This design comes from an exercise in tuning for a short achievable clock period and few clock cycles on the open sky130 flow, not from production work. RTL that was checked went through simulation tests only; none was proved equivalent to the original. The flow treats the clock pin as an ideal source. Dropping or thinning the clock tree relies on that and would not hold on a real chip.

==> inputs of build 16 <==
// mnp_codec
module mnp_codec (
    input  wire        clk,
    input  wire        rst,
    input  wire        tx_in_valid,
    output wire        tx_in_ready,
    input  wire        tx_in_end,
    input  wire [7:0]  tx_in_data,
    output wire        tx_out_valid,
    input  wire        tx_out_ready,
    output wire [7:0]  tx_out_data,
    input  wire        rx_in_valid,
    output wire        rx_in_ready,
    input  wire        rx_in_eos,
    input  wire [7:0]  rx_in_data,
    output wire        rx_out_valid,
    output wire [7:0]  rx_out_data,
    output wire        rx_done_valid,
    output wire [2:0]  rx_done_status,
    output wire [7:0]  rx_done_kind,
    output wire [7:0]  rx_done_seq,
    output wire [7:0]  rx_done_credit,
    output wire [10:0] rx_done_len
);
Settings: LEC_CHECK=0, ABC_CLOCK_PERIOD_IN_PS=1000, CAP_MARGIN=20, CORE_MARGIN=2, CORE_UTILIZATION=40, GPL_TIMING_DRIVEN=1, PLACE_DENSITY=0.6, SETUP_SLACK_MARGIN=2.4, SLEW_MARGIN=20, TNS_END_PERCENT=100; clock period 3.5 ns.
standard.sh (not shown) runs the stock make flow with config.mk's settings and CLKGATE_MAP_FILE= SYNTH_SCRIPT=/design/flow/synth_recipe.tcl, a recipe that flattens the netlist after the stock synthesis.
==> flow/flow/run.sh <==
#!/bin/bash
# The standard layout, except that the clock tree is built by
# cts_manual.tcl (a copy of ORFS cts.tcl with a shallow manual tree: port ->
# 4 root buffers -> leaf buffers -> registers) instead of TritonCTS.
set -euo pipefail
here=$(pwd)
export MT_DIR=$here/flow
export MT_LEAVES=${MT_LEAVES:-14}
export MT_ROOTS=${MT_ROOTS:-4}
bash standard.sh synth floorplan place > std_place.log 2>&1
bash standard.sh run RUN_SCRIPT=$here/flow/cts_manual.tcl > cts_manual.log 2>&1
res=$here/orfs/results/sky130hd/mnp_codec/base
test -f $res/4_1_cts.odb
test -f $res/4_cts.sdc
bash standard.sh finish > std_finish.log 2>&1
Other scripts of this flow, unchanged in this note and not shown: flow/flow/cts_manual.tcl, flow/flow/manual_tree.tcl
==> inputs of build 28, as changes to build 16 <==
--- a/flow/design.v
+++ b/flow/design.v
@@ -88,17 +88,16 @@
     wire        h_end = ih[9];
     wire        h_dle = ih[8];
     wire [7:0]  h_oct = ih[7:0];
     wire accept = in_valid && in_ready;
     reg [7:0]  st;
     reg        st_w;       
-    reg [7:0]  k_oct;      
-    wire advance    = !out_valid || out_ready;
-    wire core_valid = !st_w || ih_v;
-    wire go  = core_valid && advance;
-    wire pop = st[S_DATA] && ih_v && advance;    
+    reg       os_v;
+    reg [7:0] os;
+    wire go  = (!st_w || ih_v) && !os_v;
+    wire pop = st[S_DATA] && ih_v && !os_v;    
     reg         c_clr, c_stp;
     reg  [15:0] c_dv;
     reg         c_ds, c_dh;
     wire [15:0] h_dv;
     wire        h_ds, h_dh;
     wire [15:0] crc;
@@ -109,16 +108,27 @@
         c_clr <= go && st[S_IDLE];
         c_stp <= pop;
         c_dv  <= h_dv;
         c_ds  <= h_ds;
         c_dh  <= h_dh;
     end
-    wire [7:0] core_out = k_oct |
-                          ({8{st[S_DATA]}}  & h_oct) |
-                          ({8{st[S_FCSLO]}} & crc[7:0]) |
-                          ({8{st[S_FCSHI]}} & crc[15:8]);
+    reg [7:0] core_out;
+    always @* begin
+        core_out = 8'h00;
+        case (1'b1)
+            st[S_IDLE]:  core_out = SYN;
+            st[S_DLE]:   core_out = DLE;
+            st[S_STX]:   core_out = STX;
+            st[S_DATA]:  core_out = h_oct;
+            st[S_STUFF]: core_out = DLE;
+            st[S_ETX]:   core_out = ETX;
+            st[S_FCSLO]: core_out = crc[7:0];
+            st[S_FCSHI]: core_out = crc[15:8];
+            default:     core_out = 8'h00;
+        endcase
+    end
     always @(posedge clk) begin
         if (rst) begin
             ih_v     <= 1'b0;
             is_v     <= 1'b0;
             in_ready <= 1'b1;
         end else if (pop || !ih_v) begin
@@ -127,50 +137,58 @@
             in_ready <= 1'b1;
         end else if (accept) begin
             is_v     <= 1'b1;
             in_ready <= 1'b0;
         end
     end
-    wire          h_load = pop || !ih_v;
-    wire [EW-1:0] h_next = ({EW{!h_load}} & ih) |
-                           ({EW{h_load && is_v}} & is) |
-                           ({EW{h_load && !is_v}} & e_in);
     always @(posedge clk) begin
-        ih <= h_next;
-        if (!h_load && accept)
+        if (pop || !ih_v)
+            ih <= is_v ? is : e_in;
+        else if (accept)
             is <= e_in;
     end
     always @(posedge clk) begin
         if (rst) begin
-            st    <= 8'b0000_0001;
-            st_w  <= 1'b1;
-            k_oct <= SYN;
+            st   <= 8'b0000_0001;
+            st_w <= 1'b1;
         end else if (go) begin
-            st    <= 8'b0000_0000;
-            st_w  <= 1'b0;
-            k_oct <= 8'h00;
+            st   <= 8'b0000_0000;
+            st_w <= 1'b0;
             case (1'b1)
-                st[S_IDLE]:  begin st[S_DLE] <= 1'b1; k_oct <= DLE; end
-                st[S_DLE]:   begin st[S_STX] <= 1'b1; k_oct <= STX; end
+                st[S_IDLE]:  st[S_DLE]   <= 1'b1;
+                st[S_DLE]:   st[S_STX]   <= 1'b1;
                 st[S_STX]:   begin st[S_DATA] <= 1'b1; st_w <= 1'b1; end
                 st[S_DATA]: begin
-                    if (h_end)      begin st[S_ETX]   <= 1'b1; k_oct <= ETX; end
-                    else if (h_dle) begin st[S_STUFF] <= 1'b1; k_oct <= DLE; end
-                    else            begin st[S_DATA]  <= 1'b1; st_w <= 1'b1; end
+                    if (h_end)      st[S_ETX]   <= 1'b1;
+                    else if (h_dle) st[S_STUFF] <= 1'b1;
+                    else begin      st[S_DATA]  <= 1'b1; st_w <= 1'b1; end
                 end
                 st[S_STUFF]: begin st[S_DATA] <= 1'b1; st_w <= 1'b1; end
                 st[S_ETX]:   st[S_FCSLO] <= 1'b1;
                 st[S_FCSLO]: st[S_FCSHI] <= 1'b1;
-                st[S_FCSHI]: begin st[S_IDLE] <= 1'b1; st_w <= 1'b1; k_oct <= SYN; end
-                default:     begin st[S_IDLE] <= 1'b1; st_w <= 1'b1; k_oct <= SYN; end
+                st[S_FCSHI]: begin st[S_IDLE] <= 1'b1; st_w <= 1'b1; end
+                default:     begin st[S_IDLE] <= 1'b1; st_w <= 1'b1; end
             endcase
         end
     end
     always @(posedge clk) begin
-        out_valid <= !rst && ((advance && core_valid) || (!advance && out_valid));
-        out_data  <= ({8{advance}} & core_out) | ({8{!advance}} & out_data);
+        if (rst) begin
+            out_valid <= 1'b0;
+            os_v      <= 1'b0;
+        end else if (!out_valid || out_ready) begin
+            out_valid <= os_v || go;
+            os_v      <= 1'b0;
+        end else if (go) begin
+            os_v      <= 1'b1;
+        end
+    end
+    always @(posedge clk) begin
+        if (!out_valid || out_ready)
+            out_data <= os_v ? os : core_out;
+        else if (go)
+            os <= core_out;
     end
 endmodule
 module mnp_rxd (
     input  wire        clk,
     input  wire        rst,
     input  wire        in_valid,
@@ -189,39 +207,29 @@
     localparam [7:0] SYN = 8'h16, DLE = 8'h10, STX = 8'h02, ETX = 8'h03;
     localparam [2:0] K_OTHER = 3'h0, K_LR = 3'h1, K_LD = 3'h2,
                      K_LT = 3'h4, K_LA = 3'h5;
     localparam integer R_HUNT0 = 0, R_HUNT1 = 1, R_HUNT2 = 2, R_DATA = 3,
                        R_ESC = 4, R_FCS1 = 5, R_FCS2 = 6;
     assign in_ready = 1'b1;
-    reg         r_v, r_eos;
-    reg  [7:0]  r_d;
-    always @(posedge clk) begin
-        if (rst) r_v <= 1'b0;
-        else     r_v <= in_valid;
-    end
-    always @(posedge clk) begin
-        r_eos <= in_eos;
-        r_d   <= in_data;
-    end
     reg         a_v, a_eos;
     reg  [7:0]  a_d;
     reg         a_syn, a_dle, a_stx, a_etx, a_ff;
     reg  [3:0]  a_dec;
     always @(posedge clk) begin
         if (rst) a_v <= 1'b0;
-        else     a_v <= r_v;
+        else     a_v <= in_valid;
     end
     always @(posedge clk) begin
-        a_eos <= r_eos;
-        a_d   <= r_d;
-        a_syn <= (r_d == SYN);
-        a_dle <= (r_d == DLE);
-        a_stx <= (r_d == STX);
-        a_etx <= (r_d == ETX);
-        a_ff  <= (r_d == 8'hFF);
-        a_dec <= {r_d == 8'h05, r_d == 8'h04, r_d == 8'h02, r_d == 8'h01};
+        a_eos <= in_eos;
+        a_d   <= in_data;
+        a_syn <= (in_data == SYN);
+        a_dle <= (in_data == DLE);
+        a_stx <= (in_data == STX);
+        a_etx <= (in_data == ETX);
+        a_ff  <= (in_data == 8'hFF);
+        a_dec <= {in_data == 8'h05, in_data == 8'h04, in_data == 8'h02, in_data == 8'h01};
     end
     reg  [6:0]  st;
     reg  [10:0] cnt;        
     reg  [6:0]  th;         
     wire tok   = a_v && !a_eos;
     wire eos   = a_v && a_eos;
@@ -284,57 +292,56 @@
     reg       lo_m;
     always @(posedge clk) begin
         if (tok && st[R_FCS1]) fcs_lo <= a_d;
         lo_m <= (fcs_lo == crc[7:0]);
     end
     reg e_v, e_eos, e_err, e_ovf, e_fin, e_him;
+    reg o_ff;
     reg [3:0] o_dec;
     always @(posedge clk) begin
         if (rst) begin
             out_valid <= 1'b0;
             e_v       <= 1'b0;
         end else begin
             out_valid <= app;
             e_v       <= eos || ovf || esc_e || fin;
         end
     end
-    reg ext;
-    always @(posedge clk) begin
-        if (app && !th[0]) ext <= a_ff;
-    end
-    reg o_sdec, o_sb1, o_sb2;
-    always @(posedge clk) begin
-        o_sdec <= (!ext && th[0] && !th[1]) || (ext && th[2] && !th[3]);
-        o_sb1  <= (!ext && th[1] && !th[2]) || (ext && th[3] && !th[4]);
-        o_sb2  <= (!ext && th[2] && !th[3]) || (ext && th[4] && !th[5]);
-    end
     always @(posedge clk) begin
         out_data <= a_d;
+        o_ff     <= a_ff;
         o_dec    <= a_dec;
         e_eos    <= a_eos;
         e_err    <= ovf || esc_e;
         e_ovf    <= ovf;
         e_fin    <= st[R_FCS2];
         e_him    <= (a_d == crc[15:8]);
     end
+    reg        ext;        
     reg  [3:0] hdr_dec;    
     reg  [7:0] hdr_b1;     
     reg  [7:0] hdr_b2;     
-    always @(posedge clk) begin
-        if (out_valid && o_sdec) hdr_dec <= o_dec;
-        if (out_valid && o_sb1)  hdr_b1  <= out_data;
-        if (out_valid && o_sb2)  hdr_b2  <= out_data;
-    end
-    reg q_t, q_lt, q_la;
-    always @(posedge clk) begin
-        q_t  <= ext ? th[3] : th[1];    
-        q_lt <= ext ? th[4] : th[2];    
-        q_la <= ext ? th[5] : th[3];    
+    wire at0 = !th[1];
+    wire at1 = th[1] && !th[2];
+    wire at2 = th[2] && !th[3];
+    wire at3 = th[3] && !th[4];
+    wire at4 = th[4] && !th[5];
+    wire at5 = th[5] && !th[6];
+    always @(posedge clk) begin
+        if (out_valid) begin
+            if (at0) ext <= o_ff;
+            if ((!ext && at1) || (ext && at3)) hdr_dec <= o_dec;
+            if ((!ext && at2) || (ext && at4)) hdr_b1  <= out_data;
+            if ((!ext && at3) || (ext && at5)) hdr_b2  <= out_data;
+        end
     end
     reg [2:0] cls_kind;
     reg [7:0] cls_seq, cls_credit;
+    wire q_t  = ext ? th[3] : th[1];    
+    wire q_lt = ext ? th[4] : th[2];    
+    wire q_la = ext ? th[5] : th[3];    
     always @(posedge clk) begin
         cls_kind   <= K_OTHER;
         cls_seq    <= 8'h00;
         cls_credit <= 8'h00;
         if (q_t) begin
             if (hdr_dec[0]) cls_kind <= K_LR;
@@ -356,16 +363,18 @@
         if (rst) done_valid <= 1'b0;
         else     done_valid <= e_v;
     end
     always @(posedge clk) begin
         done_status <= {e_eos, !e_eos && e_err,
                         !e_eos && (e_ovf || (e_fin && !(lo_m && e_him)))};
-        done_k      <= cls_kind;
-        done_seq    <= cls_seq;
-        done_credit <= cls_credit;
-        done_len    <= cnt;
+        if (e_fin) begin
+            done_k      <= cls_kind;
+            done_seq    <= cls_seq;
+            done_credit <= cls_credit;
+            done_len    <= cnt;
+        end
     end
 endmodule
 module mnp_codec (
     input  wire        clk,
     input  wire        rst,
     input  wire        tx_in_valid,
ABC_CLOCK_PERIOD_IN_PS = 1200   (was 1000)
CORE_UTILIZATION = 55   (was 40)
PLACE_DENSITY = 0.7   (was 0.6)
SETUP_SLACK_MARGIN = 2.3   (was 2.4)
==> summary.txt <==
item                                                                              build 28         build 16
Seq_cells                                                                              258              265
DP HPWL                                                                            12.0 mm          11.3 mm
Synth Area in XOR/XNOR                                                              0.0921           0.0978
Worst setup slack before clock tree synthesis                                      1.24 ns          1.00 ns
Number of design-rule violations left by the first detailed-router iteration           421              270
Post-Route Skew                                                                  0.0127 ns        0.0281 ns
Die Footprint                                                                 0.0184 sq mm     0.0240 sq mm
Critical Path End                                                              u_rxd.st[3]   tx_out_data[0]
GR Util All Layers                                                                   0.202            0.145
Sequential cell area fraction in the yosys report                                    0.641            0.633
Hold Crit Endpoint                                                              u_rxd.o_ff  u_rxd.done_k[0]
Util after Layout                                                                    0.745            0.535
Maximum operating frequency                                                        619 MHz          638 MHz
Run status                                                        timing/DRC/antenna clean  timing/DRC/antenna clean
Routing usage on met3                                                               0.0183           0.0131
Testbench counts of build 28, summed over its fixed seeds: cycles 23,966.
Function not checked in build 16: the RTL went through the layout flow alone. In every run of this note, the design's own scripts or RTL, not TritonCTS, make the clock network.

[afterwards: timing with drivers on the ports]
Ports are ideal in the flow. The routed layouts listed here were re-timed in OpenROAD.
Step 1 assumes that a clkbuf_16 drives the clock port and a buf_2 every other input.
Step 2, shift: input delay + t, output delay - t, t = (earliest + latest rising clock arrival at the registers) / 2. This alone moves slack from input paths to output paths.
Three values: no drivers, after step 1, after step 2; two values: the first two.
| run | t, ns | setup slack, ns | hold WS [ns] | worst register clock-pin slew, ns | cell pins on the clock port's net |
|---|---|---|---|---|---|
| build 16 | 0.385 | 1.932 / 1.839 / 1.682 | 0.304 / 0.304 / 0.304 | 0.08 / 0.08 | 4 |
| build 28 | 0.386 | 1.886 / 1.842 / 1.571 | 0.328 / 0.328 / 0.328 | 0.08 / 0.08 | 4 |
After both steps every run listed still meets setup and hold. The setup slack of build 28, which loses most, moves by -0.044 ns with the drivers and by -0.315 ns with both steps.
